Source: an optimization exercise on an open RTL-to-GDS flow (aim: small area, a short achievable clock period and few clock cycles per item). Production flows keep margins and buffers that such runs may drop. At most, simulation tests tie the RTL to the original design; equivalence was not proved. No functional check of the RTL was part of run 1. Power is estimated from default activity; no workload was simulated.

--- flow/flow/run.sh ---
#!/bin/bash
# The standard layout (standard.sh, the standard flow's own ORFS flow) with one change:
# the port buffers are sky130_fd_sc_hd__buf_2 cells instead of the delay
# buffers buffer_ports picks by default. Every port still gets a buffer.
set -euo pipefail
export BUFFER_PORTS_ARGS="-buffer_cell sky130_fd_sc_hd__buf_2"
bash standard.sh > standard.log 2>&1
--- flow/standard.sh ---
#!/bin/bash
# synth_recipe.tcl (not shown) runs the flow's synth.tcl, then flattens the netlist and writes it again
# the make line also repeats each setting of config.mk as NAME=value (left out here)
make -C /OpenROAD-flow-scripts/flow DESIGN_CONFIG=/design/flow/config.mk WORK_HOME=/design/flow/orfs CLKGATE_MAP_FILE= SYNTH_SCRIPT=/design/flow/synth_recipe.tcl "${@:-finish}"
--- flow/config.mk ---
export PLATFORM = sky130hd
export DESIGN_NAME = fp_encode_1750a
export DESIGN_NICKNAME = fp_encode_1750a
export VERILOG_FILES = /design/flow/design.v
export SDC_FILE = /design/flow/constraint.sdc
export NUM_CORES = 4
export LEC_CHECK = 0
export ABC_AREA = 1
export CAP_MARGIN = 20
export CORE_MARGIN = 2
export CORE_UTILIZATION = 40
export SETUP_SLACK_MARGIN = 5
export SLEW_MARGIN = 20
--- flow/constraint.sdc ---
create_clock -name core_clock -period 10.0 [get_ports {clk}]
set_input_delay 2.0000 -clock core_clock [delete_from_list [all_inputs] [get_ports {clk}]]
set_output_delay 2.0000 -clock core_clock [all_outputs]
set_load 0.01 [all_outputs]
--- flow/design.v ---
module enc1750_fmt (
    input  wire [38:0] frac,    
    input  wire  [2:0] fsel,    
    input  wire        m39,     
    input  wire        m38,     
    input  wire  [7:0] xe0,     
    input  wire        xinc,    
    input  wire        xdec,    
    output wire [47:0] data
);
    wire c = (fsel[0] & frac[30]) | (fsel[1] & frac[16]) | (fsel[2] & frac[0]);
    wire [37:0] xs = frac[38:1];
    wire [7:0]  xa = xs[37:30];
    wire [13:0] xb = xs[29:16];
    wire [15:0] xc = xs[15:0];
    wire cc = c;
    wire cb = fsel[2] ? (c & (&xc)) : c;
    wire ca = fsel[0] ? c : cb & (&xb);
    wire [15:0] wc;
    wire [13:0] wb;
    wire [7:0]  wa;
    genvar i;
    generate
        for (i = 0; i < 16; i = i + 1) begin : g_c
            if (i == 0) assign wc[i] = xc[i] ^ cc;
            else        assign wc[i] = xc[i] ^ (cc & (&xc[i-1:0]));
        end
        for (i = 0; i < 14; i = i + 1) begin : g_b
            if (i == 0) assign wb[i] = xb[i] ^ cb;
            else        assign wb[i] = xb[i] ^ (cb & (&xb[i-1:0]));
        end
        for (i = 0; i < 8; i = i + 1) begin : g_a
            if (i == 0) assign wa[i] = xa[i] ^ ca;
            else        assign wa[i] = xa[i] ^ (ca & (&xa[i-1:0]));
        end
    endgenerate
    wire ina = fsel[0] | fsel[1] | fsel[2];
    wire inb = fsel[1] | fsel[2];
    wire inc = fsel[2];
    wire [7:0]  ma = wa & {8{ina}};
    wire [13:0] mb = wb & {14{inb}};
    wire [15:0] mc = wc & {16{inc}};
    wire [7:0] flip;
    generate
        for (i = 0; i < 8; i = i + 1) begin : g_e
            if (i == 0) assign flip[i] = xinc | xdec;
            else        assign flip[i] = (xinc & (&xe0[i-1:0])) | (xdec & ~(|xe0[i-1:0]));
        end
    endgenerate
    wire [7:0] xe = xe0 ^ flip;
    assign data = {m39, m38, ma, mb[13:8] | (xe[5:0] & {6{fsel[0]}}), mb[7:0],
                   xe & {8{~fsel[0]}}, mc};
endmodule
module enc1750_core (
    input  wire [63:0] value,
    input  wire  [7:0] width,
    output wire [52:0] sig,     
    output wire        subn,    
    output wire  [2:0] fsel,    
    output wire        m39,     
    output wire        m38,     
    output wire  [7:0] xe,      
    output wire        xinc,    
    output wire        xdec,    
    output wire        nf       
);
    wire        s  = value[63];
    wire [10:0] be = value[62:52];
    wire [51:0] fr = value[51:0];
    wire w16 = (width == 8'd16);
    wire w32 = (width == 8'd32);
    wire w48 = (width == 8'd48);
    wire wok = w16 | w32 | w48;
    wire nonfinite = &be;
    wire is_sub    = ~|be;
    wire is_zero   = is_sub & ~|fr;
    wire ok        = wok & ~nonfinite;
    assign sig    = {~is_sub, fr} ^ {53{s}};
    assign subn   = ok & is_sub & ~is_zero;
    assign fsel   = {w48, w32, w16} & {3{ok}};
    assign m39    = ok & ~is_zero & s;
    assign m38    = ok & ~is_zero & ~s;
    assign nf     = wok & nonfinite;
    wire ones16 = &fr[51:43], ones32 = &fr[42:29], ones48 = &fr[28:13];
    wire zer16  = ~|fr[51:43], zer32 = ~|fr[42:29], zer48 = ~|fr[28:13];
    wire all1 = ones16 & (w16 | (ones32 & (w32 | ones48)));
    wire all0 = zer16  & (w16 | (zer32  & (w32 | zer48)));
    wire inc  = ~s & all1;
    wire dec  = s & all0;
    wire lo8 = (be <= 11'd894),  hi8 = (be >= 11'd1149);
    wire lo6 = (be <= 11'd990),  hi6 = (be >= 11'd1053);
    wire [7:0] be2 = be[7:0] + 8'd2;
    wire [7:0] xf8 = lo8 ? 8'h80 : hi8 ? 8'h7f : be2;
    wire [5:0] xf6 = lo6 ? 6'h20 : hi6 ? 6'h1f : be2[5:0];
    wire inc_ok = w16 ? ((be >= 11'd990) & ~hi6) : ((be >= 11'd894) & ~hi8);
    wire dec_ok = w16 ? (~lo6 & (be <= 11'd1053)) : (~lo8 & (be <= 11'd1149));
    wire [7:0] xn = w16 ? {2'b00, xf6} : xf8;
    wire [7:0] xs = is_zero ? 8'h00 : is_sub ? (w16 ? 8'h20 : 8'h80) : xn;
    assign xe     = ok ? xs : 8'd0;
    assign xinc   = ok & ~is_sub & inc & inc_ok;
    assign xdec   = ok & ~is_sub & dec & dec_ok;
endmodule
module fp_encode_1750a (
    input  wire        clk,
    input  wire        rst,
    input  wire        in_valid,
    output wire        in_ready,
    input  wire [63:0] in_value,
    input  wire  [7:0] in_width,
    output wire        out_valid,
    input  wire        out_ready,
    output wire [47:0] out_data,
    output wire  [2:0] out_nbytes,
    output wire  [1:0] out_status
);
    wire [52:0] c_sig;
    wire        c_subn;
    wire  [2:0] c_fsel;
    wire        c_m39, c_m38;
    wire  [7:0] c_xe;
    wire        c_xinc, c_xdec;
    wire        c_nf;
    enc1750_core u_core (
        .value (in_value),
        .width (in_width),
        .sig   (c_sig),
        .subn  (c_subn),
        .fsel  (c_fsel),
        .m39   (c_m39),
        .m38   (c_m38),
        .xe    (c_xe),
        .xinc  (c_xinc),
        .xdec  (c_xdec),
        .nf    (c_nf)
    );
    reg        ov;       
    reg [52:0] sig_q;
    reg  [2:0] fsel_q;
    reg        m39_q, m38_q;
    reg  [7:0] xe_q;
    reg        xinc_q, xdec_q;
    reg        nf_q;
    wire pend = (m39_q & sig_q[52]) | (m38_q & ~sig_q[52]);
    wire load = ~ov | (~pend & out_ready);
    assign in_ready  = ~rst & load;
    assign out_valid = ~rst & ov & ~pend;
    wire top8z = m39_q ? &sig_q[52:45] : ~|sig_q[52:45];
    always @(posedge clk) begin
        if (rst) ov <= 1'b0;
        else if (load) ov <= in_valid;
    end
    always @(posedge clk) begin
        if (load) begin
            sig_q    <= c_sig;
            fsel_q   <= c_fsel;
            m39_q    <= c_m39;
            m38_q    <= c_m38;
            xe_q     <= c_xe;
            xinc_q   <= c_xinc;
            xdec_q   <= c_xdec;
            nf_q     <= c_nf;
        end else if (pend) begin
            sig_q    <= top8z ? {sig_q[44:0], {8{m39_q}}} : {sig_q[51:0], m39_q};
        end
    end
    enc1750_fmt u_fmt (
        .frac(sig_q[51:13]),
        .fsel(fsel_q),
        .m39 (m39_q),
        .m38 (m38_q),
        .xe0 (xe_q),
        .xinc(xinc_q),
        .xdec(xdec_q),
        .data(out_data)
    );
    assign out_status = {nf_q, ~(fsel_q[0] | fsel_q[1] | fsel_q[2] | nf_q)};
    assign out_nbytes = {fsel_q[1] | fsel_q[2], fsel_q[0] | fsel_q[2], 1'b0};
endmodule
==> summary.txt, run 1 <==
Die
  • Area of the core: 0.01526 mm2
  • Die Wd: around 130 um
  • Rows: 45
  • Die area: 0.01665 mm2
  • Initial cell density of the core: 40.99%
  • Die height: approximately 130 um
  • Io pins: 131

Global route
  • Met2 Use GR: 36.45%
  • Global Route met1 Usage: around 34%
  • Gr usage total: 23.31%
  • Routing usage on met3: approximately 3.4%
  • Antenna violations before repair: 0
  • GRT busiest layer: met2
  • Number of global-route vias before repair: 5688
  • Largest net degree at the start of global routing: 84
  • Total gr overflow: 0
  • First-pass GRT wire length: 30220 um

Logic synthesis
  • Synth top area share: roughly a third
  • FF+latch count, synth: 70
  • Syn nets: 984
  • Syn Inst Count: around 900
  • Synthesized area per cell: 6.927 um2
  • Synth async-reset ratio: 0%
  • Seq/Total Area, Yosys: 33.45%
  • Synth area leaders: edfxtp_1 (33%), nand2_1 (12%), nor2_1 (9.2%)
  • Yosys cell types: 44
  • Post-Syn Area: 0.006255 mm2
  • Synth Flop Type: edfxtp_1
  • Ys Warns: 1
  • Cell taking the most area after synthesis: edfxtp_1
  • Number of flops mapped to enable cells by yosys: between 60 and 70

Cells and area
  • Diode count: 0
  • Commonest non-fill, non-tap cell in the layout: nand2_1
  • Final core occ: between 40% and 50%
  • Final layout net count: 1090
  • Most frequent cells in the layout: nand2_1 (191), nor2_1 (153), buf_2 (129)
  • P&R area growth vs syn: 17.58%
  • Fin cells: 1225
  • Share of layout cells above drive strength 1: 21.10%

Setup path
  • WS Path Type: in -> out
  • CP endpoint kind: output port
  • Critical Path AT: 2.93 ns
  • Critical-path maximum fanout: 28
  • Req. time, crit path: 8.00 ns
  • Startpoint type of the worst setup path: primary input

Detailed routing
  • First-pass DRT Iterations: 5
  • Post-Route WL: 19230 um
  • Antenna-violating nets left: 0
  • WL per Instance: 15.69 um
  • Residual DRC: 0
  • Vias per Instance: 5.162
  • DRT iter0 DRCs: 573
  • DR vias: around 6300

Place
  • GP Congestion: approximately 0.85
  • Port bufs: 129
  • Final HPWL DP: around 14000 um
  • Cell total after placement: approximately 1200

Power and ir drop
  • PwrDens: 143.8 mW/mm2
  • Tot Pwr: 1.058 mW
  • Leakage: 3.574 nW
  • Peak VDD IR: 0.00007782 V

Timing
  • Final hold viol count: 0
  • Fin Hold WS: 0.6460 ns
  • RSZ-0062 raised after global routing: false
  • Endpoints failing setup: 0
  • Setup TNS: 0 ns
  • Slew Viols, Final: 0
  • Clock period minus worst slack: 4.929 ns
  • Worst Clk Skew: between 0.005 and 0.006 ns
  • Rel. slew slack: 36.46%
  • Fin crit share: just under 50%
  • Fmax: between 200 and 250 MHz
  • Worst slew pin tran: 0.9531 ns

Run status
  • Outcome: finished clean

CTS
  • CTS Sinks: 70
  • Clock buffer count from CTS: 9
  • Clk slew on worst S/H paths: 0.06 ns
  • Maximum clock path buffer count: 2
  • Clock latency on the worst-skew pair: 0.34 ns
  • Root Driver: clkbuf_16
  • Post-CTS Hold Fix Bufs: 0
  • H-tree depth: 3
  • CTS tree: yes
  • Post-CTS setup buffer count: 0

Hold path
  • Hold crit path type: reg -> reg

Run
  • Max Cap Viol: 0
-- synth_stat cells, types with 6 or more instances --
library cell / count
xor2_1: 10
buf_4: 8
o21ai_1: 46
a21oi_1: 17
o21ai_0: 75
nand3_1: 32
nand4_1: 22
nor2_2: 13
xnor2_1: 15
buf_6: 8
nor2_1: 153
clkbuf_1: 13
buf_2: 10
nand2_1: 193
a31oi_1: 6
nor3_1: 16
o211ai_2: 26
inv_1: 118
edfxtp_1: 69
-- flip-flops by register name, indices dropped and copies added (netlist names) --
register  flops
xinc_q        1
nf_q          1
fsel_q        3
m39_q         1
ov            1
m38_q         1
xdec_q        1
sig_q        53
xe_q          8
-- area by class of cell --
| class | count | area [um2] |
|---|---|---|
| clock buffer | 12 | 236.5 |
| clock inverter | 4 | 47.55 |
| fill | 1605 | 7904 |
| inverter | 120 | 450.4 |
| multi-input combinational | 671 | 3451 |
| sequential | 70 | 2092 |
| tap | 211 | 264.0 |
| timing repair buffer | 137 | 813.3 |
-- path summary, 6_finish.rpt --
| kind | slack (ns) | cells after the start | startpoint | end |
|---|---|---|---|---|
| worst max-delay path | 5.07 | 8 | out_ready | in_ready |
| worst min-delay path | 0.65 | 2 | sig_q[8]$_DFFE_PP_ | sig_q[16]$_DFFE_PP_ |
| worst max register to register | 7.55 | 10 | m39_q$_DFFE_PN_ | sig_q[31]$_DFFE_PP_ |
| worst min register to register | 0.65 | 2 | sig_q[8]$_DFFE_PP_ | sig_q[16]$_DFFE_PP_ |
-- per-stage QoR --
step	cell area (um2)	worst slack, ns
after detailed placement	6938	4.501
after floorplan	6255	5.431
after CTS	7352	5.008
after global routing	7355	5.022
final	7355	5.071
after global placement	6938	4.501
-- worst max-delay path, cell delays in order --
cell and delay, ns:
buf_2 0.10, nand2_1 0.06, nand2_2 0.09, buf_12 0.18
inv_2 0.14, buf_16 0.18, nor2_1 0.05, buf_2 0.13
-- metal layers --
layer | vias to the layer above | wire length [um]
li1 | 3207 | -
met1 | 2860 | 9154
met2 | 241 | 8551
met3 | 15 | 1304
met4 | 0 | 216
met5 | - | 0
-- what timing repair did --
action                                  CTS  global route
cloned                                    3             0
resized for setup                         7             1
endpoints found under the hold margin     0             0
endpoints found under the setup margin    1             1
-- kinds of logic (layout without fill, tap and decap cells) --
group | after synthesis | count (layout) | share of synthesized area, %
and+or+nand+nor | 456 | 456 | 31.79
AOI/OAI and AO/OA | 184 | 184 | 18.66
buffers and inverters | 162 | 273 | 11.54
DFF | 70 | 70 | 33.45
xor gates and xnor gates | 25 | 25 | 3.501
adders and majority gates | 5 | 5 | 1.000
other | 1 | 1 | 0.05995
-- power breakdown --
group          total, mW  internal (mW)  switching, mW
clock              0.318          0.193          0.125
combinational      0.301          0.114          0.187
sequential         0.439          0.383         0.0558
total               1.06          0.690          0.368
==> run 2, diff against run 1 <==
--- a/flow/design.v
+++ b/flow/design.v
@@ -140,14 +140,22 @@
     reg  [7:0] xe_q;
     reg        xinc_q, xdec_q;
     reg        nf_q;
+    reg        pend_q;   
     wire pend = (m39_q & sig_q[52]) | (m38_q & ~sig_q[52]);
     wire load = ~ov | (~pend & out_ready);
-    assign in_ready  = ~rst & load;
-    assign out_valid = ~rst & ov & ~pend;
+    assign in_ready  = ~rst & (~ov | (~pend_q & out_ready));
+    assign out_valid = ~rst & ov & ~pend_q;
     wire top8z = m39_q ? &sig_q[52:45] : ~|sig_q[52:45];
     always @(posedge clk) begin
-        if (rst) ov <= 1'b0;
-        else if (load) ov <= in_valid;
+        if (rst) begin
+            ov     <= 1'b0;
+            pend_q <= 1'b0;
+        end else if (load) begin
+            ov     <= in_valid;
+            pend_q <= in_valid & c_subn;
+        end else if (pend) begin
+            pend_q <= (top8z ? sig_q[44] : sig_q[51]) ~^ m39_q;
+        end
     end
     always @(posedge clk) begin
         if (load) begin
--- a/flow/config.mk
+++ b/flow/config.mk
@@ -9,5 +9,6 @@
 export CAP_MARGIN = 20
 export CORE_MARGIN = 2
 export CORE_UTILIZATION = 40
+export CTS_BUF_LIST = sky130_fd_sc_hd__clkbuf_8
 export SETUP_SLACK_MARGIN = 5
 export SLEW_MARGIN = 20
==> summary.txt, run 2 <==
Setup path
  • R2R depth: 8 (-2)
  • Crit. Startpoint: rst
  • Capture point of the worst path: out_valid
  • CP endpoint kind: output port
  • Critical-path maximum fanout: 4 (-86%)
  • Reg-to-Reg Start: sig_q[46]$_DFFE_PP_
  • R2R Setup Slk: 6.92 ns (-0.63 ns)
  • WS Path Type: in -> out
  • Critical Path AT: 2.44 ns (-0.49 ns)
  • Worst r2r dst: sig_q[51]$_DFFE_PP_
  • Req. time, crit path: 8.00 ns (about the same)
  • Startpoint type of the worst setup path: primary input

Logic synthesis
  • Ys Warns: 1 (unchanged)
  • Post-Syn Area: 0.006133 mm2 (-1.9%)
  • Synth top area share: 33.78% (+0.66 points)
  • Syn nets: 975 (-0.91%)
  • Yosys cell types: 43 (-2.3%)
  • Seq/Total Area, Yosys: 34.43% (+0.99 points)
  • Synthesized area per cell: 6.861 um2 (-0.95%)
  • Top-count cell post-synth: nor2_1
  • Syn Inst Count: 894 (-1.0%)
  • FF+latch count, synth: 71 (+1.4%)
  • Synth Flop Type: edfxtp_1
  • Synth area leaders: edfxtp_1 (34%), nor2_1 (9.9%), nand2_1 (9.0%)
  • Number of flops mapped to enable cells by yosys: 69 (unchanged)
  • Cell taking the most area after synthesis: edfxtp_1
  • Synth cell count leaders: nor2_1 (162), nand2_1 (147), inv_1 (103)
  • Synth async-reset ratio: 0% (unchanged)

Timing
  • Fin crit share: 44.40% (-4.9 points)
  • Slew Viols, Final: 0 (unchanged)
  • Fmax: 225.2 MHz (+11%)
  • Endpoints failing setup: 0 (unchanged)
  • Worst Clk Skew: 0.006045 ns (+0.0001727 ns)
  • Fin Hold WS: 0.5880 ns (-0.05804 ns)
  • Worst slew pin tran: 0.9424 ns (-0.01063 ns)
  • RSZ-0062 raised after global routing: false
  • Setup TNS: 0 ns (unchanged)
  • Rel. slew slack: 36.95% (+0.49 points)
  • Clock period minus worst slack: 4.440 ns (-0.4893 ns)
  • Final hold viol count: 0 (unchanged)

Global route
  • Gr usage total: 22.71% (-0.60 points)
  • Number of global-route vias before repair: 5555 (-2.3%)
  • First-pass GRT wire length: 29310 um (-3.0%)
  • Antenna violations before repair: 0 (unchanged)
  • Total gr overflow: 0 (unchanged)
  • Largest net degree at the start of global routing: 64 (-24%)

CTS
  • CTS Sinks: 71 (+1.4%)
  • Clock latency on the worst-skew pair: 0.36 ns (+0.02 ns)
  • Clk slew on worst S/H paths: 0.08 ns (+0.02 ns)
  • Post-CTS Hold Fix Bufs: 0 (unchanged)
  • CTS tree: yes
  • Root Driver: clkbuf_8
  • Clock buffer count from CTS: 9 (unchanged)
  • Maximum clock path buffer count: 2 (unchanged)
  • Resized Gates After CTS: 0 (-7)
  • H-tree depth: 3 (unchanged)
  • Post-CTS setup buffer count: 0 (unchanged)

Detailed routing
  • Antenna-violating nets left: 0 (unchanged)
  • DRT iter0 DRCs: 634 (+11%)
  • Vias per Instance: 5.372 (+4.1%)
  • WL per Instance: 15.61 um (-0.56%)
  • Post-Route WL: 18600 um (-3.2%)
  • DR vias: 6404 (+1.3%)
  • Residual DRC: 0 (unchanged)
  • First-pass DRT Iterations: 5 (unchanged)

Power and ir drop
  • Peak VDD IR: 0.00007464 V (-4.1%)
  • Tot Pwr: 0.9129 mW (-14%)
  • Leakage: 3.347 nW (-6.4%)
  • PwrDens: 129.0 mW/mm2 (-10%)

Die
  • Area of the core: 0.01509 mm2 (-1.1%)
  • Die height: 127.8 um (-0.94%)
  • Die area: 0.01634 mm2 (-1.9%)
  • Io pins: 131 (unchanged)
  • Initial cell density of the core: 40.65% (-0.35 points)
  • Rows: 45 (unchanged)
  • Die Wd: 127.8 um (-0.94%)

Cells and area
  • Fillers: 1616 (+0.69%)
  • Most frequent cells in the layout: nor2_1 (162), nand2_1 (145), buf_2 (129)
  • Share of layout cells above drive strength 1: 18.53% (-2.6 points)
  • Max reg flops: 53 (unchanged)
  • P&R area growth vs syn: 15.36%
  • Final core occ: 46.89% (-1.3 points)
  • Top Registers: sig_q (53), xe_q (8), fsel_q (3)
  • Final layout net count: 1080 (-0.92%)
  • Diode count: 0 (unchanged)
  • Largest Register: sig_q
  • Commonest non-fill, non-tap cell in the layout: nor2_1

Run status
  • Outcome: finished clean

Place
  • Port bufs: 129 (unchanged)
  • Final HPWL DP: 13960 um (+2.1%)
  • GP Congestion: 0.9023 (+6.2%)

Run
  • Max Cap Viol: 0 (unchanged)

Hold path
  • Hold crit path type: reg -> reg
## run 2: power by group
group / internal (mW) / leakage (nW) / total (mW) / switching [mW]
clock network: 0.141 / 0.110 / 0.261 / 0.120
registers: 0.375 / 0.748 / 0.427 / 0.0517
logic: 0.0844 / 2.49 / 0.225 / 0.141
total: 0.601 / 3.35 / 0.913 / 0.312
## run 2: cell families (layout without fill, tap and decap cells)
logic type               Yosys count  after routing  synth area share [%]
AO/OA/AOI/OAI                    204            204                 17.83
other                              1              1               0.06114
flip-flops                        71             71                 34.43
buffers and inverters            145            255                 9.629
adder cells (fa/ha/maj)            5              5                 1.020
AND/OR/NAND/NOR                  425            425                 30.84
multiplexers                       2              2                0.3264
XOR/XNOR                          41             41                 5.855
## run 2: per-stage QoR
stage | instance area [um2] | setup WS [ns] | cells
after CTS | 7076 | 5.559 | 1192
after global placement | 6857 | 5.572 | 1176
final | 7076 | 5.560 | 1192
after floorplan | 6133 | 5.691 | 894
after global routing | 7076 | 5.442 | 1192
after detailed placement | 6857 | 5.566 | 1176
## run 2: worst min-delay path by stage
stage / from / end / slack [ns] / depth (start not counted)
after global placement: pend_q$_SDFFE_PP0P_ / pend_q$_SDFFE_PP0P_ / 0.59 / 4
after global routing: sig_q[0]$_DFFE_PP_ / sig_q[8]$_DFFE_PP_ / 0.66 / 2
after CTS: pend_q$_SDFFE_PP0P_ / pend_q$_SDFFE_PP0P_ / 0.60 / 4
after detailed placement: pend_q$_SDFFE_PP0P_ / pend_q$_SDFFE_PP0P_ / 0.58 / 4
after floorplan: pend_q$_SDFFE_PP0P_ / pend_q$_SDFFE_PP0P_ / 0.54 / 4
final: pend_q$_SDFFE_PP0P_ / pend_q$_SDFFE_PP0P_ / 0.59 / 4
## run 2: routing by layer
layer	share of wire (%)	GRT usage [%]	vias to the layer above
met1	47	34.27	2874
met2	42	33.63	305
met4	1.7	5.365	0
met3	9.2	4.132	22
li1	-	-	3203
met5	0	0	-
## run 2: critical path, stage by stage
cell	delay, ns
buf_2	0.12
nor3b_1	0.17
buf_2	0.16
## run 2: cell type report
cell class,count,area [um2],share of cell area (%)
Clock buffer,9,123.9,1.751
Sequential cell,71,2112,29.85
Tap cell,188,235.2,3.324
Timing Repair Buffer,133,675.6,9.549
Clock inverter,7,95.09,1.344
Inverter,106,397.9,5.623
Multi-Input combinational cell,678,3436,48.56
Testbench counts of run 2, summed over its fixed seeds: cycles 24,936, items 24,000.
==> run 3, diff against run 2 <==
--- a/flow/flow/run.sh
+++ b/flow/flow/run.sh
@@ -4,4 +4,5 @@
 # buffers buffer_ports picks by default. Every port still gets a buffer.
 set -euo pipefail
 export BUFFER_PORTS_ARGS="-buffer_cell sky130_fd_sc_hd__buf_2"
+export SETUP_SLACK_MARGIN=5.7
 bash standard.sh > standard.log 2>&1
--- a/flow/config.mk
+++ b/flow/config.mk
@@ -9,6 +9,4 @@
 export CAP_MARGIN = 20
 export CORE_MARGIN = 2
 export CORE_UTILIZATION = 40
-export CTS_BUF_LIST = sky130_fd_sc_hd__clkbuf_8
-export SETUP_SLACK_MARGIN = 5
 export SLEW_MARGIN = 20
==> summary.txt, run 3 <==
Run status
  • Outcome: finished clean

Global route
  • Number of global-route vias before repair: 5622 (+1.2%)
  • Total gr overflow: 0 (unchanged)
  • Antenna violations before repair: 0 (unchanged)
  • Largest net degree at the start of global routing: 64 (unchanged)
  • First-pass GRT wire length: 29500 um (+0.66%)
  • Gr usage total: 22.94% (+0.23 points)

Timing
  • Clock period minus worst slack: 4.372 ns (-0.06788 ns)
  • Fmax: 228.7 MHz (+1.6%)
  • Fin crit share: 43.72% (-0.68 points)
  • Endpoints failing setup: 0 (unchanged)
  • Worst Clk Skew: 0.006784 ns (+0.0007385 ns)
  • Slew Viols, Final: 0 (unchanged)
  • RSZ-0062 raised after global routing: true
  • Worst slew pin tran: 0.9509 ns (+0.008450 ns)
  • Rel. slew slack: 36.38% (-0.57 points)
  • Final hold viol count: 0 (unchanged)
  • Setup TNS: 0 ns (unchanged)

Detailed routing
  • DRT iter0 DRCs: 557 (-12%)
  • Post-Route WL: 18850 um (+1.3%)
  • Residual DRC: 0 (unchanged)
  • Antenna-violating nets left: 0 (unchanged)
  • First-pass DRT Iterations: 6 (+1)
  • Vias per Instance: 5.309 (-1.2%)
  • WL per Instance: 15.59 um (about the same)
  • DR vias: 6418 (+0.22%)

Power and ir drop
  • Sequential share of power: 43.3% (-3.4 points)
  • Leakage: 3.465 nW (+3.5%)
  • Internal power: 0.6609 mW (+10%)
  • Comb pwr share: 24.3% (-0.3 points)
  • PwrDens: 134.0 mW/mm2 (+3.9%)
  • Net Sw Frac: 32.55% (-1.7 points)
  • P_sw: 0.3189 mW (+2.1%)
  • Peak VDD IR: 0.00007915 V (+6.0%)
  • Clk pwr share: 32.3% (+3.7 points)
  • Tot Pwr: 0.9798 mW (+7.3%)

CTS
  • H-tree depth: 3 (unchanged)
  • Post-CTS Hold Fix Bufs: 0 (unchanged)
  • CTS tree: yes
  • Root Driver: clkbuf_16
  • Clock latency on the worst-skew pair: 0.33 ns (-0.03 ns)
  • CTS Sinks: 71 (unchanged)
  • Clk slew on worst S/H paths: 0.06 ns (-0.02 ns)
  • Maximum clock path buffer count: 2 (unchanged)
  • Clock buffer count from CTS: 9 (unchanged)

Setup path
  • WS Path Type: in -> out
  • Req. time, crit path: 8.00 ns (about the same)
  • CP endpoint kind: output port
  • Critical Path AT: 2.37 ns (-0.07 ns)
  • Reg-to-Reg Start: sig_q[46]$_DFFE_PP_
  • R2R Setup Slk: 6.82 ns (-0.10 ns)
  • Startpoint type of the worst setup path: primary input
  • Critical-path maximum fanout: 3 (-1)
  • Crit. Startpoint: rst

Logic synthesis
  • Number of flops mapped to enable cells by yosys: 69 (unchanged)
  • Syn Inst Count: 894 (unchanged)
  • Synthesized area per cell: 6.861 um2 (unchanged)
  • Synth top area share: 33.78% (unchanged)
  • Synth Flop Type: edfxtp_1
  • Synth cell count leaders: nor2_1 (162), nand2_1 (147), inv_1 (103)
  • Cell taking the most area after synthesis: edfxtp_1
  • Top-count cell post-synth: nor2_1
  • Synth async-reset ratio: 0% (unchanged)
  • Seq/Total Area, Yosys: 34.43% (unchanged)
  • FF+latch count, synth: 71 (unchanged)
  • Post-Syn Area: 0.006133 mm2 (unchanged)
  • Synth area leaders: edfxtp_1 (34%), nor2_1 (9.9%), nand2_1 (9.0%)
  • Yosys cell types: 43 (unchanged)
  • Ys Warns: 1 (unchanged)
  • Syn nets: 975 (unchanged)

Cells and area
  • Most frequent cells in the layout: nor2_1 (160), nand2_1 (143), buf_2 (127)
  • Design Area, Final: 0.007310 mm2 (+3.3%)
  • Fillers: 1596 (-1.2%)
  • P&R area growth vs syn: 19.18%
  • Final core occ: 48.44% (+1.6 points)
  • Commonest non-fill, non-tap cell in the layout: nor2_1
  • Final layout net count: 1095 (+1.4%)
  • Share of layout cells above drive strength 1: 20.22% (+1.7 points)
  • Max reg flops: 53 (unchanged)
  • Fin cells: 1209 (+1.4%)
  • Top Registers: sig_q (53), xe_q (8), fsel_q (3)
  • Largest Register: sig_q

Die
  • Die height: 127.8 um (unchanged)
  • Die area: 0.01634 mm2 (unchanged)
  • Rows: 45 (unchanged)
  • Area of the core: 0.01509 mm2 (unchanged)
  • Initial cell density of the core: 40.65% (unchanged)
  • Io pins: 131 (unchanged)
  • Die Wd: 127.8 um (unchanged)

Run
  • Max Cap Viol: 0 (unchanged)

Hold path
  • Hold wc startpoint: sig_q[3]$_DFFE_PP_
  • Hold crit path type: reg -> reg

Place
  • Port bufs: 129 (unchanged)
  • Final HPWL DP: 13950 um (about the same)
  • Cell total after placement: 1176 (unchanged)
  • Post-DP Area: 0.006862 mm2 (about the same)
  • GP Congestion: 0.8837 (-2.1%)
run 3: cell counts after synthesis:
Identical to the previous run, type by type.
run 3: stage by stage:
stage | hold slack, ns | setup slack (ns)
final | 0.6176 | 5.628
after global routing | 0.6807 | 5.593
after CTS | 0.6222 | 5.609
after detailed placement | 0.6044 | 5.594
after global placement | 0.6034 | 5.601
after floorplan | 0.5466 | 5.757
run 3: routing by layer:
metal / up-vias / part of all wire (%) / track usage [%]
li1: 3227 / - / -
met1: 2899 / 47 / 34.67
met2: 278 / 43 / 33.97
met3: 14 / 9.2 / 4.299
met4: 0 / 1.1 / 5.107
met5: - / 0 / 0
run 3: cell families (layout without fill, tap and decap cells):
group / after synthesis / in the layout / share of synthesized area [%]
buffers and inverters: 145 / 270 / 9.629
XOR/XNOR: 41 / 41 / 5.855
multiplexers: 2 / 2 / 0.3264
AO/OA/AOI/OAI: 204 / 204 / 17.83
AND/OR/NAND/NOR: 425 / 425 / 30.84
adder cells (fa/ha/maj): 5 / 5 / 1.020
other: 1 / 3 / 0.06114
flip-flops: 71 / 71 / 34.43
run 3: critical path, stage by stage:
cell	delay, ns
buf_8	0.10
nor3b_2	0.13
buf_2	0.14
run 3: area by class of cell:
cell class | instances | area [um2] | share of cell area [%]
Timing Repair Buffer | 148 | 804.5 | 11.01
Inverter | 106 | 397.9 | 5.443
Sequential cell | 71 | 2112 | 28.89
Antenna cell | 2 | 5.005 | 0.06847
Clock inverter | 6 | 61.31 | 0.8388
Clock buffer | 10 | 229.0 | 3.132
Multi-Input combinational cell | 678 | 3465 | 47.40
Tap cell | 188 | 235.2 | 3.218
run 3: repair_timing:
item / CTS / global route
endpoints found under the setup margin: 11 / 13
hold endpoints to repair: 0 / 0
buffers inserted: 4 / 11
cloned: 0 / 0
resized for setup: 5 / 5
pin swaps: 3 / 3
run 3: final timing paths:
check | to | cells past startpoint
max | out_valid | 3
min reg2reg | sig_q[11]$_DFFE_PP_ | 2
max reg2reg | sig_q[49]$_DFFE_PP_ | 8
min | sig_q[11]$_DFFE_PP_ | 2
run 3: power by group through the flow:
stage	clock network, mW	logic (mW)	registers (mW)
floorplan	0	0.154	0.407
global placement	0	0.222	0.430
detailed placement	0	0.222	0.430
CTS	0.318	0.227	0.423
global route	0.331	0.268	0.429
finish	0.317	0.238	0.425
==> run 4, diff against run 3 <==
--- a/flow/flow/run.sh
+++ b/flow/flow/run.sh
@@ -4,5 +4,4 @@
 # buffers buffer_ports picks by default. Every port still gets a buffer.
 set -euo pipefail
 export BUFFER_PORTS_ARGS="-buffer_cell sky130_fd_sc_hd__buf_2"
-export SETUP_SLACK_MARGIN=5.7
 bash standard.sh > standard.log 2>&1
--- a/flow/config.mk
+++ b/flow/config.mk
@@ -9,4 +9,7 @@
 export CAP_MARGIN = 20
 export CORE_MARGIN = 2
 export CORE_UTILIZATION = 40
+export CTS_CLUSTER_DIAMETER = 500
+export CTS_CLUSTER_SIZE = 80
+export SETUP_SLACK_MARGIN = 5
 export SLEW_MARGIN = 20
==> summary.txt, run 4 <==
Power and ir drop
  • P_sw: 0.3213 mW (+0.76%)
  • Peak VDD IR: 0.00008104 V (+2.4%)
  • Tot Pwr: 1.001 mW (+2.1%)
  • Sequential share of power: 42.7% (-0.6 points)
  • Net Sw Frac: 32.12% (-0.43 points)
  • Comb pwr share: 22.5% (-1.8 points)
  • PwrDens: 139.4 mW/mm2 (+4.0%)
  • Clk pwr share: 34.7% (+2.4 points)
  • Internal power: 0.6792 mW (+2.8%)
  • Leakage: 3.393 nW (-2.1%)

Cells and area
  • Max reg flops: 53 (unchanged)
  • Seq. cell area: 0.002112 mm2 (unchanged)
  • Design Area, Final: 0.007179 mm2 (-1.8%)
  • Fillers: 1600 (+0.25%)
  • Top Registers: sig_q (53), xe_q (8), fsel_q (3)
  • P&R area growth vs syn: 17.05%
  • Final layout net count: 1080 (-1.4%)
  • Commonest non-fill, non-tap cell in the layout: nor2_1
  • Share of layout cells above drive strength 1: 18.53% (-1.7 points)
  • Final core occ: 47.58% (-0.86 points)
  • Most frequent cells in the layout: nor2_1 (162), nand2_1 (145), buf_2 (129)
  • Area occupied by multi-input gates: 0.003436 mm2 (-0.83%)
  • Largest Register: sig_q

Logic synthesis
  • Synth area leaders: edfxtp_1 (34%), nor2_1 (9.9%), nand2_1 (9.0%)
  • Yosys cell types: 43 (unchanged)
  • Synth Flop Type: edfxtp_1
  • Ys Warns: 1 (unchanged)
  • Post-Syn Area: 0.006133 mm2 (unchanged)
  • Synth top area share: 33.78% (unchanged)
  • FF+latch count, synth: 71 (unchanged)
  • Syn nets: 975 (unchanged)
  • Synth cell count leaders: nor2_1 (162), nand2_1 (147), inv_1 (103)
  • Cell taking the most area after synthesis: edfxtp_1
  • Synth async-reset ratio: 0% (unchanged)
  • Synthesized area per cell: 6.861 um2 (unchanged)
  • Syn Inst Count: 894 (unchanged)
  • Seq/Total Area, Yosys: 34.43% (unchanged)
  • Number of flops mapped to enable cells by yosys: 69 (unchanged)
  • Top-count cell post-synth: nor2_1

Die
  • Die Wd: 127.8 um (unchanged)
  • Area of the core: 0.01509 mm2 (unchanged)
  • Die height: 127.8 um (unchanged)
  • Die area: 0.01634 mm2 (unchanged)
  • Io pins: 131 (unchanged)
  • Initial cell density of the core: 40.65% (unchanged)
  • Rows: 45 (unchanged)

Setup path
  • CP dominant cell by count: buf_2
  • Delay of the slowest critical-path stage: 0.17 ns (+0.03 ns)
  • WS Path Type: in -> out
  • Req. time, crit path: 8.00 ns (about the same)
  • Startpoint type of the worst setup path: primary input
  • CP endpoint kind: output port
  • Critical path's slowest cell: nor3b_1
  • Crit. Startpoint: rst
  • Reg-to-Reg Start: sig_q[46]$_DFFE_PP_
  • Critical-path maximum fanout: 4 (+1)
  • CP Cell Sequence: buf_2 -> nor3b_1 -> buf_2
  • Critical Path AT: 2.44 ns (+0.07 ns)

Global route
  • Largest net degree at the start of global routing: 64 (unchanged)
  • Number of global-route vias before repair: 5588 (-0.60%)
  • Total gr overflow: 0 (unchanged)
  • First-pass GRT wire length: 29460 um (-0.14%)
  • Antenna violations before repair: 0 (unchanged)
  • Gr usage total: 22.81% (-0.13 points)

Detailed routing
  • WL per Instance: 15.65 um (+0.37%)
  • DRT iter0 DRCs: 594 (+6.6%)
  • Antenna-violating nets left: 0 (unchanged)
  • Vias per Instance: 5.364 (+1.0%)
  • DR vias: 6399 (-0.30%)
  • First-pass DRT Iterations: 6 (unchanged)
  • Post-Route WL: 18670 um (-0.95%)
  • Residual DRC: 0 (unchanged)

CTS
  • CTS Sinks: 71 (unchanged)
  • Post-CTS setup buffer count: 0 (-4)
  • Post-CTS Hold Fix Bufs: 0 (unchanged)
  • Clock buffer count from CTS: 9 (unchanged)
  • CTS tree: yes
  • Resized Gates After CTS: 0 (-5)
  • Root Driver: clkbuf_16
  • Maximum clock path buffer count: 2 (unchanged)
  • Clock latency on the worst-skew pair: 0.34 ns (about the same)
  • Clk slew on worst S/H paths: 0.06 ns (about the same)
  • H-tree depth: 3 (unchanged)

Hold path
  • Hold wc startpoint: pend_q$_SDFFE_PP0P_
  • Hold crit path type: reg -> reg

Timing
  • RSZ-0062 raised after global routing: false
  • Fin Hold WS: 0.5857 ns (-0.03195 ns)
  • Slew Viols, Final: 0 (unchanged)
  • Final hold viol count: 0 (unchanged)
  • Fmax: 225.2 MHz (-1.5%)
  • Fin crit share: 44.40% (+0.68 points)
  • Worst slew pin tran: 0.9897 ns (+0.03886 ns)
  • Clock period minus worst slack: 4.440 ns (+0.06774 ns)
  • Rel. slew slack: 33.78% (-2.6 points)
  • Setup TNS: 0 ns (unchanged)
  • Worst Clk Skew: 0.004901 ns (-0.001883 ns)
  • Endpoints failing setup: 0 (unchanged)

Place
  • Final HPWL DP: 13960 um (about the same)
  • Post-DP Area: 0.006857 mm2 (about the same)
  • GP Congestion: 0.9023 (+2.1%)
  • Port bufs: 129 (unchanged)

Run
  • Max Cap Viol: 0 (unchanged)

Run status
  • Outcome: finished clean
==> run 4: cell counts after synthesis <==
No cell type changed its count.
==> run 4: per-stage QoR <==
| stage | instances | worst slack (ns) |
|---|---|---|
| after detailed placement | 1176 | 5.566 |
| after global placement | 1176 | 5.572 |
| after global routing | 1192 | 5.475 |
| final | 1193 | 5.560 |
| after CTS | 1192 | 5.559 |
| after floorplan | 894 | 5.691 |
==> run 4: power by group through the flow <==
stage / registers (mW) / logic [mW] / clock network [mW]
after floorplan: 0.407 / 0.154 / 0
after global placement: 0.431 / 0.222 / 0
after detailed placement: 0.430 / 0.223 / 0
after CTS: 0.425 / 0.225 / 0.350
after global routing: 0.432 / 0.254 / 0.362
final: 0.428 / 0.225 / 0.348
==> run 4: layout make-up <==
class | count | area share (%)
antenna | 1 | 0.03486
clock buffer | 9 | 3.137
clock inverter | 7 | 1.325
inverter | 106 | 5.542
multi-input combinational | 678 | 47.86
sequential | 71 | 29.42
tap | 188 | 3.276
timing repair buffer | 133 | 9.411
==> run 4: routing by layer <==
| layer | vias to the layer above | wire length (um) | global-route usage (%) |
|---|---|---|---|
| met4 | 0 | 278 | 5.818 |
| met2 | 284 | 8011 | 33.85 |
| li1 | 3200 | - | - |
| met5 | - | 0 | 0 |
| met1 | 2896 | 8719 | 33.96 |
| met3 | 19 | 1664 | 4.508 |
==> run 4: worst max-delay path, delay by kind of cell <==
family | cells | cell delay (ns)
buffers and inverters | 2 | 0.28
AND/OR/NAND/NOR | 1 | 0.17
==> run 4: worst paths after layout <==
check                        end  slack, ns  cells past startpoint
max                    out_valid       5.56                      3
min          pend_q$_SDFFE_PP0P_       0.59                      4
max reg2reg  sig_q[51]$_DFFE_PP_       6.89                      8
min reg2reg  pend_q$_SDFFE_PP0P_       0.59                      4
==> run 4: cells by family after synthesis <==
| logic type | after synthesis | share of synthesized area (%) |
|---|---|---|
| xor+xnor | 41 | 5.855 |
| buf+inv | 145 | 9.629 |
| fa+ha+maj | 5 | 1.020 |
| simple gates | 425 | 30.84 |
| mux | 2 | 0.3264 |
| flops | 71 | 34.43 |
| other cells | 1 | 0.06114 |
| compound gates | 204 | 17.83 |
==> run 5, diff against run 4 <==
--- a/flow/config.mk
+++ b/flow/config.mk
@@ -9,7 +9,8 @@
 export CAP_MARGIN = 20
 export CORE_MARGIN = 2
 export CORE_UTILIZATION = 40
-export CTS_CLUSTER_DIAMETER = 500
-export CTS_CLUSTER_SIZE = 80
+export CTS_BUF_LIST = sky130_fd_sc_hd__clkbuf_8
+export CTS_CLUSTER_DIAMETER = 200
+export CTS_CLUSTER_SIZE = 30
 export SETUP_SLACK_MARGIN = 5
 export SLEW_MARGIN = 20
==> summary.txt, run 5 <==
Global route
  • First-pass GRT wire length: 29310 um (-0.52%)
  • Antenna violations before repair: 0 (unchanged)
  • Gr usage total: 22.71% (-0.098 points)
  • Total gr overflow: 0 (unchanged)
  • Largest net degree at the start of global routing: 64 (unchanged)
  • Number of global-route vias before repair: 5555 (-0.59%)

Cells and area
  • Commonest non-fill, non-tap cell in the layout: nor2_1
  • Final layout net count: 1080 (unchanged)
  • Fillers: 1616 (+1.0%)
  • Fin cells: 1192 (-0.084%)
  • Diode count: 0 (-1)
  • Max reg flops: 53 (unchanged)
  • Share of layout cells above drive strength 1: 18.53% (unchanged)
  • P&R area growth vs syn: 15.36%
  • Most frequent cells in the layout: nor2_1 (162), nand2_1 (145), buf_2 (129)
  • Largest Register: sig_q
  • Top Registers: sig_q (53), xe_q (8), fsel_q (3)

Setup path
  • Req. time, crit path: 8.00 ns (about the same)
  • CP endpoint kind: output port
  • Reg-to-Reg Start: sig_q[46]$_DFFE_PP_
  • R2R depth: 8 (unchanged)
  • Critical Path AT: 2.44 ns (about the same)
  • Delay of the slowest critical-path stage: 0.17 ns (about the same)
  • Worst path depth: 3 (unchanged)
  • CP top delay family: buffers and inverters
  • Buf/Inv on CP: 2 (unchanged)
  • WS Path Type: in -> out
  • Crit. Startpoint: rst
  • Startpoint type of the worst setup path: primary input
  • Critical path's slowest cell: nor3b_1
  • CP dominant cell by count: buf_2
  • Critical-path maximum fanout: 4 (unchanged)
  • CP Cell Sequence: buf_2 -> nor3b_1 -> buf_2

Detailed routing
  • Post-Route WL: 18600 um (-0.38%)
  • Vias per Instance: 5.372 (+0.16%)
  • First-pass DRT Iterations: 5 (-1)
  • Top Layer Used: met4
  • WL per Instance: 15.61 um (-0.30%)
  • DRT iter0 DRCs: 634 (+6.7%)
  • Antenna-violating nets left: 0 (unchanged)
  • Met2 Wirelength: 7855 um (-1.9%)
  • Met1 WL: 8716 um (about the same)
  • Residual DRC: 0 (unchanged)
  • Met3 wire len: 1715 um (+3.1%)
  • DR vias: 6404 (+0.078%)

CTS
  • CTS Sinks: 71 (unchanged)
  • Root Driver: clkbuf_8
  • Maximum clock path buffer count: 2 (unchanged)
  • Resized Gates After CTS: 0 (unchanged)
  • Clock buffer count from CTS: 9 (unchanged)
  • Clk slew on worst S/H paths: 0.08 ns (+0.02 ns)
  • H-tree depth: 3 (unchanged)
  • Post-CTS Hold Fix Bufs: 0 (unchanged)
  • Post-CTS setup buffer count: 0 (unchanged)
  • CTS tree: yes
  • Clock latency on the worst-skew pair: 0.36 ns (+0.02 ns)

Logic synthesis
  • Synthesized area per cell: 6.861 um2 (unchanged)
  • Top-count cell post-synth: nor2_1
  • Synth top area share: 33.78% (unchanged)
  • Ys Warns: 1 (unchanged)
  • Syn nets: 975 (unchanged)
  • Seq/Total Area, Yosys: 34.43% (unchanged)
  • FF+latch count, synth: 71 (unchanged)
  • Number of flops mapped to enable cells by yosys: 69 (unchanged)
  • Cell taking the most area after synthesis: edfxtp_1
  • Synth cell count leaders: nor2_1 (162), nand2_1 (147), inv_1 (103)
  • Synth area leaders: edfxtp_1 (34%), nor2_1 (9.9%), nand2_1 (9.0%)
  • Syn Inst Count: 894 (unchanged)
  • Post-Syn Area: 0.006133 mm2 (unchanged)
  • Yosys cell types: 43 (unchanged)
  • Synth Flop Type: edfxtp_1
  • Synth async-reset ratio: 0% (unchanged)

Power and ir drop
  • Comb pwr share: 24.6% (+2.1 points)
  • Peak VDD IR: 0.00007464 V (-7.9%)
  • Sequential share of power: 46.7% (+4.0 points)
  • Clk pwr share: 28.6% (-6.1 points)
  • Net Sw Frac: 34.20% (+2.1 points)
  • Leakage: 3.347 nW (-1.4%)
  • P_sw: 0.3122 mW (-2.8%)
  • Internal power: 0.6006 mW (-12%)
  • PwrDens: 129.0 mW/mm2 (-7.4%)

Place
  • Final HPWL DP: 13960 um (unchanged)
  • GP Congestion: 0.9023 (unchanged)
  • Cell total after placement: 1176 (unchanged)
  • Port bufs: 129 (unchanged)

Run
  • Max Cap Viol: 0 (unchanged)

Die
  • Area of the core: 0.01509 mm2 (unchanged)
  • Rows: 45 (unchanged)
  • Initial cell density of the core: 40.65% (unchanged)
  • Die area: 0.01634 mm2 (unchanged)
  • Die Wd: 127.8 um (unchanged)
  • Die height: 127.8 um (unchanged)
  • Io pins: 131 (unchanged)

Timing
  • Worst slew pin tran: 0.9424 ns (-0.04731 ns)
  • Fin crit share: 44.40% (about the same)
  • Fmax: 225.2 MHz (about the same)
  • Final hold viol count: 0 (unchanged)
  • Slew Viols, Final: 0 (unchanged)
  • Endpoints failing setup: 0 (unchanged)
  • RSZ-0062 raised after global routing: false
  • Setup TNS: 0 ns (unchanged)
  • Worst Clk Skew: 0.006045 ns (+0.001145 ns)
  • Rel. slew slack: 36.95% (+3.2 points)
  • Clock period minus worst slack: 4.440 ns (+0.0001400 ns)

Hold path
  • Hold Crit Depth: 4 (unchanged)
  • Hold crit path type: reg -> reg
  • Hold wc startpoint: pend_q$_SDFFE_PP0P_

Run status
  • Outcome: finished clean
## run 5: cell type report
cell class	instances	area, um2	area share [%]
tap	188	235.2	3.324
timing repair buffer	133	675.6	9.549
sequential	71	2112	29.85
clock buffer	9	123.9	1.751
multi-input combinational	678	3436	48.56
clock inverter	7	95.09	1.344
inverter	106	397.9	5.623
## run 5: worst register-to-register path, cell delays in order (launching register included)
cell	delay, ns
edfxtp_1	0.52
nor2_1	0.14
nand2_1	0.05
nor2_1	0.10
nand2_1	0.28
nand2_2	0.81
inv_2	0.51
o21ai_0	0.34
o21ai_1	0.09
## run 5: logic make-up (layout without fill, tap and decap cells)
| family | Yosys count | in the layout | synth area share (%) |
|---|---|---|---|
| flip-flops | 71 | 71 | 34.43 |
| AO/OA/AOI/OAI | 204 | 204 | 17.83 |
| other | 1 | 1 | 0.06114 |
| AND/OR/NAND/NOR | 425 | 425 | 30.84 |
| XOR/XNOR | 41 | 41 | 5.855 |
| adder cells (fa/ha/maj) | 5 | 5 | 1.020 |
| buffers and inverters | 145 | 255 | 9.629 |
| multiplexers | 2 | 2 | 0.3264 |
## run 5: metrics by stage
stage	setup slack [ns]	hold WS (ns)	power, mW	area, um2	utilization [%]
final	5.560	0.5880	0.9129	7076	46.89
after global routing	5.442	0.6558	0.9568	7076	46.89
after CTS	5.559	0.5982	0.9118	7076	46.89
after detailed placement	5.566	0.5847	0.6530	6857	45.44
after global placement	5.572	0.5872	0.6527	6857	45.44
after floorplan	5.691	0.5357	0.5606	6133	-
## run 5: metal layers
metal / GRT usage (%) / vias to the layer above
met1: 34.27 / 2874
met4: 5.365 / 0
met2: 33.63 / 305
met3: 4.132 / 22
li1: - / 3203
met5: 0 / -
## run 5: final timing paths
kind                          to  slack [ns]
max                    out_valid        5.56
min          pend_q$_SDFFE_PP0P_        0.59
max reg2reg  sig_q[51]$_DFFE_PP_        6.92
min reg2reg  pend_q$_SDFFE_PP0P_        0.59
## run 5: power groups by stage
stage / Sequential, mW / Combinational (mW) / Clock (mW)
after detailed placement: 0.430 / 0.223 / 0
after CTS: 0.424 / 0.224 / 0.263
after floorplan: 0.407 / 0.154 / 0
after global placement: 0.431 / 0.222 / 0
after global routing: 0.431 / 0.254 / 0.272
final: 0.427 / 0.225 / 0.261
==> run 6, diff against run 5 <==
--- a/flow/config.mk
+++ b/flow/config.mk
@@ -9,8 +9,5 @@
 export CAP_MARGIN = 20
 export CORE_MARGIN = 2
 export CORE_UTILIZATION = 40
-export CTS_BUF_LIST = sky130_fd_sc_hd__clkbuf_8
-export CTS_CLUSTER_DIAMETER = 200
-export CTS_CLUSTER_SIZE = 30
 export SETUP_SLACK_MARGIN = 5
 export SLEW_MARGIN = 20
==> summary.txt, run 6 <==
Hold path
  • Hold wc startpoint: pend_q$_SDFFE_PP0P_
  • Hold-critical path endpoint: pend_q$_SDFFE_PP0P_
  • Hold crit path type: reg -> reg
  • Hold Crit Depth: 4 (unchanged)

Setup path
  • Buf/Inv on CP: 2 (unchanged)
  • WS Path Type: in -> out
  • Worst r2r dst: sig_q[51]$_DFFE_PP_
  • CP top delay family: buffers and inverters
  • R2R depth: 8 (unchanged)
  • Reg-to-Reg Start: sig_q[46]$_DFFE_PP_
  • R2R Setup Slk: 6.89 ns (-0.03 ns)
  • CP endpoint kind: output port
  • Critical path's slowest cell: nor3b_1
  • CP dominant cell by count: buf_2
  • Critical Path AT: 2.44 ns (about the same)
  • Critical-path maximum fanout: 4 (unchanged)
  • Startpoint type of the worst setup path: primary input
  • Req. time, crit path: 8.00 ns (about the same)
  • CP Cell Sequence: buf_2 -> nor3b_1 -> buf_2
  • Delay of the slowest critical-path stage: 0.17 ns (about the same)

CTS
  • H-tree depth: 3 (unchanged)
  • Maximum clock path buffer count: 2 (unchanged)
  • Post-CTS Hold Fix Bufs: 0 (unchanged)
  • CTS tree: yes
  • Clk slew on worst S/H paths: 0.06 ns (-0.02 ns)
  • Root Driver: clkbuf_16
  • Clock buffer count from CTS: 9 (unchanged)
  • Clock latency on the worst-skew pair: 0.34 ns (-0.02 ns)
  • CTS Sinks: 71 (unchanged)
  • Resized Gates After CTS: 0 (unchanged)
  • Post-CTS setup buffer count: 0 (unchanged)

Timing
  • Worst slew pin tran: 0.9897 ns (+0.04731 ns)
  • Fin Hold WS: 0.5857 ns (-0.002271 ns)
  • Fmax: 225.2 MHz (about the same)
  • Slew Viols, Final: 0 (unchanged)
  • Setup TNS: 0 ns (unchanged)
  • Clock period minus worst slack: 4.440 ns (-0.0001400 ns)
  • Final hold viol count: 0 (unchanged)
  • Rel. slew slack: 33.78% (-3.2 points)
  • Endpoints failing setup: 0 (unchanged)
  • Fin crit share: 44.40% (about the same)
  • Setup slack after layout: 5.560 ns (+0.0001400 ns)
  • Worst Clk Skew: 0.004901 ns (-0.001145 ns)
  • RSZ-0062 raised after global routing: false

Logic synthesis
  • Cell taking the most area after synthesis: edfxtp_1
  • Synth top area share: 33.78% (unchanged)
  • Seq/Total Area, Yosys: 34.43% (unchanged)
  • Synth cell count leaders: nor2_1 (162), nand2_1 (147), inv_1 (103)
  • Number of flops mapped to enable cells by yosys: 69 (unchanged)
  • Syn Inst Count: 894 (unchanged)
  • Post-Syn Area: 0.006133 mm2 (unchanged)
  • Top-count cell post-synth: nor2_1
  • Synth async-reset ratio: 0% (unchanged)
  • FF+latch count, synth: 71 (unchanged)
  • Syn nets: 975 (unchanged)
  • Yosys cell types: 43 (unchanged)
  • Synth Flop Type: edfxtp_1
  • Ys Warns: 1 (unchanged)
  • Synthesized area per cell: 6.861 um2 (unchanged)
  • Synth area leaders: edfxtp_1 (34%), nor2_1 (9.9%), nand2_1 (9.0%)

Cells and area
  • Commonest non-fill, non-tap cell in the layout: nor2_1
  • Seq. cell area: 0.002112 mm2 (unchanged)
  • Final layout net count: 1080 (unchanged)
  • Max reg flops: 53 (unchanged)
  • Largest Register: sig_q
  • Most frequent cells in the layout: nor2_1 (162), nand2_1 (145), buf_2 (129)
  • Top Registers: sig_q (53), xe_q (8), fsel_q (3)
  • Area occupied by multi-input gates: 0.003436 mm2 (unchanged)
  • P&R area growth vs syn: 17.05%
  • Share of layout cells above drive strength 1: 18.53% (unchanged)
  • Fillers: 1600 (-0.99%)

Die
  • Initial cell density of the core: 40.65% (unchanged)
  • Die Wd: 127.8 um (unchanged)
  • Die area: 0.01634 mm2 (unchanged)
  • Area of the core: 0.01509 mm2 (unchanged)
  • Io pins: 131 (unchanged)
  • Die height: 127.8 um (unchanged)
  • Rows: 45 (unchanged)

Global route
  • First-pass GRT wire length: 29460 um (+0.52%)
  • Antenna violations before repair: 0 (unchanged)
  • Number of global-route vias before repair: 5588 (+0.59%)
  • Total gr overflow: 0 (unchanged)
  • Gr usage total: 22.81% (+0.098 points)
  • Largest net degree at the start of global routing: 64 (unchanged)

Power and ir drop
  • Peak VDD IR: 0.00008104 V (+8.6%)
  • Clk pwr share: 34.7% (+6.1 points)
  • Net Sw Frac: 32.12% (-2.1 points)
  • Sequential share of power: 42.7% (-4.0 points)
  • P_sw: 0.3213 mW (+2.9%)
  • Comb pwr share: 22.5% (-2.1 points)
  • Internal power: 0.6792 mW (+13%)
  • Leakage: 3.393 nW (+1.4%)
  • PwrDens: 139.4 mW/mm2 (+8.0%)

Place
  • Final HPWL DP: 13960 um (unchanged)
  • Port bufs: 129 (unchanged)
  • GP Congestion: 0.9023 (unchanged)
  • Pre-CTS WS: 5.566 ns (unchanged)

Run status
  • Outcome: finished clean

Detailed routing
  • DR vias: 6399 (-0.078%)
  • Post-Route WL: 18670 um (+0.38%)
  • DRT iter0 DRCs: 594 (-6.3%)
  • Antenna-violating nets left: 0 (unchanged)
  • Residual DRC: 0 (unchanged)
  • WL per Instance: 15.65 um (+0.30%)
  • Vias per Instance: 5.364 (-0.16%)
  • First-pass DRT Iterations: 6 (+1)

Run
  • Max Cap Viol: 0 (unchanged)
run 6: cell counts after synthesis:
No cell type changed its count.
run 6: final cells by class:
class                   count  area share (%)
clock buffers               9           3.137
clock inverters             7           1.325
flip-flops and latches     71           29.42
well taps                 188           3.276
diodes                      1         0.03486
inverters                 106           5.542
repair buffers            133           9.411
multi-input cells         678           47.86
run 6: metal layers:
layer / track usage (%) / share of wire (%) / up-vias
met5: 0 / 0 / -
met4: 5.818 / 1.5 / 0
met3: 4.508 / 8.9 / 19
met2: 33.85 / 43 / 284
met1: 33.96 / 47 / 2896
li1: - / - / 3200
run 6: stage by stage:
stage,instance area [um2],total power [mW],std cells,util (%)
after global routing,7177,1.047,1192,47.56
after global placement,6857,0.6527,1176,45.44
after detailed placement,6857,0.6530,1176,45.44
after CTS,7177,0.9991,1192,47.56
final,7179,1.001,1193,47.58
after floorplan,6133,0.5606,894,-
run 6: cell families (layout without fill, tap and decap cells):
group / count (synthesis) / count (layout) / synth area share (%)
adder cells (fa/ha/maj): 5 / 5 / 1.020
flip-flops: 71 / 71 / 34.43
multiplexers: 2 / 2 / 0.3264
buffers and inverters: 145 / 255 / 9.629
AO/OA/AOI/OAI: 204 / 204 / 17.83
XOR/XNOR: 41 / 41 / 5.855
AND/OR/NAND/NOR: 425 / 425 / 30.84
other: 1 / 2 / 0.06114
run 6: worst reg2reg max path: cells and delay by family (launching register included):
family	cells	cell delay [ns]
simple gates	5	1.39
buf+inv	1	0.53
flops	1	0.51
compound gates	2	0.43
run 6: worst max path at each step:
stage | start | to | slack (ns) | cells after the start
final | rst | out_valid | 5.56 | 3
after global routing | fsel_q[2]$_DFFE_PN_ | out_data[39] | 5.47 | 12
after detailed placement | rst | out_valid | 5.57 | 3
after CTS | rst | out_valid | 5.56 | 3
after global placement | rst | out_valid | 5.57 | 3
after floorplan | rst | out_valid | 5.69 | 1
run 6: power by group through the flow:
stage / combinational, mW / clock [mW] / sequential (mW)
floorplan: 0.154 / 0 / 0.407
global placement: 0.222 / 0 / 0.431
detailed placement: 0.223 / 0 / 0.430
CTS: 0.225 / 0.350 / 0.425
global route: 0.254 / 0.362 / 0.432
finish: 0.225 / 0.348 / 0.428
==> run 7, diff against run 6 <==
==> flow/flow/run.sh (replaced) <==
#!/bin/bash
set -euo pipefail
export BUFFER_PORTS_ARGS="-buffer_cell sky130_fd_sc_hd__buf_2"
export CTS_ARGS="-repair_clock_nets -buf_list sky130_fd_sc_hd__clkbuf_8 -sink_buffer_max_cap_derate 1.0 -sink_clustering_enable"
bash standard.sh > standard.log 2>&1
--- a/flow/config.mk
+++ b/flow/config.mk
@@ -9,5 +9,6 @@
 export CAP_MARGIN = 20
 export CORE_MARGIN = 2
 export CORE_UTILIZATION = 40
+export CTS_BUF_LIST = sky130_fd_sc_hd__clkbuf_8
 export SETUP_SLACK_MARGIN = 5
 export SLEW_MARGIN = 20
==> summary.txt, run 7 <==
Timing
  • Slew Viols, Final: 0 (unchanged)
  • Final hold viol count: 0 (unchanged)
  • Setup slack after layout: 5.560 ns (-0.0001400 ns)
  • Fin Hold WS: 0.5880 ns (+0.002271 ns)
  • RSZ-0062 raised after global routing: false
  • Rel. slew slack: 36.95% (+3.2 points)
  • Worst slew pin tran: 0.9424 ns (-0.04731 ns)
  • Worst Clk Skew: 0.006045 ns (+0.001145 ns)
  • Clock period minus worst slack: 4.440 ns (+0.0001400 ns)
  • Setup TNS: 0 ns (unchanged)
  • Fin crit share: 44.40% (about the same)
  • Fmax: 225.2 MHz (about the same)
  • Endpoints failing setup: 0 (unchanged)

Die
  • Initial cell density of the core: 40.65% (unchanged)
  • Io pins: 131 (unchanged)
  • Die Wd: 127.8 um (unchanged)
  • Die area: 0.01634 mm2 (unchanged)
  • Die height: 127.8 um (unchanged)
  • Rows: 45 (unchanged)
  • Area of the core: 0.01509 mm2 (unchanged)

Setup path
  • Startpoint type of the worst setup path: primary input
  • Req. time, crit path: 8.00 ns (about the same)
  • CP endpoint kind: output port
  • CP Cell Sequence: buf_2 -> nor3b_1 -> buf_2
  • Critical Path AT: 2.44 ns (about the same)
  • CP dominant cell by count: buf_2
  • Critical path's slowest cell: nor3b_1
  • Delay of the slowest critical-path stage: 0.17 ns (about the same)
  • Critical-path maximum fanout: 4 (unchanged)
  • WS Path Type: in -> out

Cells and area
  • Final layout net count: 1080 (unchanged)
  • Fillers: 1616 (+1.0%)
  • Design Area, Final: 0.007076 mm2 (-1.4%)
  • Top Registers: sig_q (53), xe_q (8), fsel_q (3)
  • Most frequent cells in the layout: nor2_1 (162), nand2_1 (145), buf_2 (129)
  • Seq. cell area: 0.002112 mm2 (unchanged)
  • Max reg flops: 53 (unchanged)
  • Final core occ: 46.89% (-0.69 points)
  • P&R area growth vs syn: 15.36%
  • Commonest non-fill, non-tap cell in the layout: nor2_1
  • Area occupied by multi-input gates: 0.003436 mm2 (unchanged)
  • Diode count: 0 (-1)
  • Largest Register: sig_q
  • Share of layout cells above drive strength 1: 18.53% (unchanged)

Logic synthesis
  • Synth top area share: 33.78% (unchanged)
  • Syn nets: 975 (unchanged)
  • Synthesized area per cell: 6.861 um2 (unchanged)
  • Synth async-reset ratio: 0% (unchanged)
  • Number of flops mapped to enable cells by yosys: 69 (unchanged)
  • Post-Syn Area: 0.006133 mm2 (unchanged)
  • Synth cell count leaders: nor2_1 (162), nand2_1 (147), inv_1 (103)
  • Syn Inst Count: 894 (unchanged)
  • Cell taking the most area after synthesis: edfxtp_1
  • FF+latch count, synth: 71 (unchanged)
  • Synth Flop Type: edfxtp_1
  • Seq/Total Area, Yosys: 34.43% (unchanged)
  • Synth area leaders: edfxtp_1 (34%), nor2_1 (9.9%), nand2_1 (9.0%)
  • Top-count cell post-synth: nor2_1
  • Ys Warns: 1 (unchanged)
  • Yosys cell types: 43 (unchanged)

Power and ir drop
  • Leakage: 3.347 nW (-1.4%)
  • PwrDens: 129.0 mW/mm2 (-7.4%)
  • Peak VDD IR: 0.00007464 V (-7.9%)

Place
  • Final HPWL DP: 13960 um (unchanged)
  • GP Congestion: 0.9023 (unchanged)
  • Port bufs: 129 (unchanged)
  • Post-DP Area: 0.006857 mm2 (unchanged)
  • Pre-CTS WS: 5.566 ns (unchanged)

CTS
  • Root Driver: clkbuf_8
  • Maximum clock path buffer count: 2 (unchanged)
  • Clock latency on the worst-skew pair: 0.36 ns (+0.02 ns)
  • H-tree depth: 3 (unchanged)
  • CTS tree: yes
  • CTS Sinks: 71 (unchanged)
  • Resized Gates After CTS: 0 (unchanged)
  • Clock buffer count from CTS: 9 (unchanged)
  • Post-CTS setup buffer count: 0 (unchanged)
  • Clk slew on worst S/H paths: 0.08 ns (+0.02 ns)
  • Post-CTS Hold Fix Bufs: 0 (unchanged)

Global route
  • First-pass GRT wire length: 29310 um (-0.52%)
  • Largest net degree at the start of global routing: 64 (unchanged)
  • Number of global-route vias before repair: 5555 (-0.59%)
  • Total gr overflow: 0 (unchanged)
  • Antenna violations before repair: 0 (unchanged)
  • Gr usage total: 22.71% (-0.098 points)

Detailed routing
  • Vias per Instance: 5.372 (+0.16%)
  • Antenna-violating nets left: 0 (unchanged)
  • WL per Instance: 15.61 um (-0.30%)
  • DR vias: 6404 (+0.078%)
  • DRT iter0 DRCs: 634 (+6.7%)
  • Residual DRC: 0 (unchanged)
  • First-pass DRT Iterations: 5 (-1)
  • Post-Route WL: 18600 um (-0.38%)

Run
  • Max Cap Viol: 0 (unchanged)

Run status
  • Outcome: finished clean

Hold path
  • Hold crit path type: reg -> reg
[run 7: layout make-up]
type	instances	share of cell area, %
clock buffer	9	1.751
clock inverter	7	1.344
inverter	106	5.623
multi-input combinational	678	48.56
sequential	71	29.85
tap	188	3.324
timing repair buffer	133	9.549
[run 7: final timing paths]
path                        from                   to  slack [ns]  depth (start not counted)
min          pend_q$_SDFFE_PP0P_  pend_q$_SDFFE_PP0P_        0.59                          4
max reg2reg  sig_q[46]$_DFFE_PP_  sig_q[51]$_DFFE_PP_        6.92                          8
max                          rst            out_valid        5.56                          3
min reg2reg  pend_q$_SDFFE_PP0P_  pend_q$_SDFFE_PP0P_        0.59                          4
[run 7: logic make-up after synthesis]
family,after synthesis,share of synthesized area [%]
adders and majority gates,5,1.020
other,1,0.06114
DFF,71,34.43
AOI/OAI and AO/OA,204,17.83
buffers and inverters,145,9.629
xor gates and xnor gates,41,5.855
and+or+nand+nor,425,30.84
muxes,2,0.3264
[run 7: per-layer routing]
layer  wire (um)  vias to the layer above  GRT usage (%)
li1            -                     3203              -
met1        8716                     2874          34.27
met2        7855                      305          33.63
met3        1715                       22          4.132
met4         316                        0          5.365
met5           0                        -              0
[run 7: metrics by stage]
step | power (mW) | std cells
floorplan | 0.5606 | 894
global placement | 0.6527 | 1176
detailed placement | 0.6530 | 1176
CTS | 0.9118 | 1192
global route | 0.9568 | 1192
finish | 0.9129 | 1192
[run 7: where the power goes]
group	internal, mW	switching (mW)
sequential	0.375	0.0517
combinational	0.0844	0.141
clock	0.141	0.120
[run 7: worst max-delay path, delay by kind of cell]
family	cells	cell delay (ns)
buf+inv	2	0.28
simple gates	1	0.17

afterwards: timing with drivers on the ports:
In the flow no input, the clock included, has a driving cell. The finished layouts below were timed again as built, in two steps. Step 1: set_driving_cell puts a clkbuf_16 on clk and a buf_2 on each other input, an assumption about the parent block. Step 2, shift: input delay + t, output delay - t, t = (earliest + latest rising clock arrival at the registers) / 2. This alone moves slack from input paths to output paths. Three values: ideal, step 1, step 2; two values: the first two.
| run | t, ns | setup slack, ns | worst register clock-pin slew, ns |
|---|---|---|---|
| run 1 | 0.372 | 5.071 / 5.051 / 5.051 | 0.06 / 0.06 |
| run 2 | 0.395 | 5.560 / 5.532 / 5.541 | 0.08 / 0.08 |
| run 3 | 0.369 | 5.628 / 5.584 / 5.584 | 0.06 / 0.06 |
| run 4 | 0.373 | 5.560 / 5.542 / 5.542 | 0.06 / 0.06 |
| run 5 | 0.395 | 5.560 / 5.532 / 5.541 | 0.08 / 0.08 |
| run 6 | 0.373 | 5.560 / 5.542 / 5.542 | 0.06 / 0.06 |
| run 7 | 0.395 | 5.560 / 5.532 / 5.541 | 0.08 / 0.08 |
After both steps every run listed still meets setup and hold. The setup slack of run 3, which loses most, moves by -0.044 ns with the drivers and by -0.044 ns with both steps.
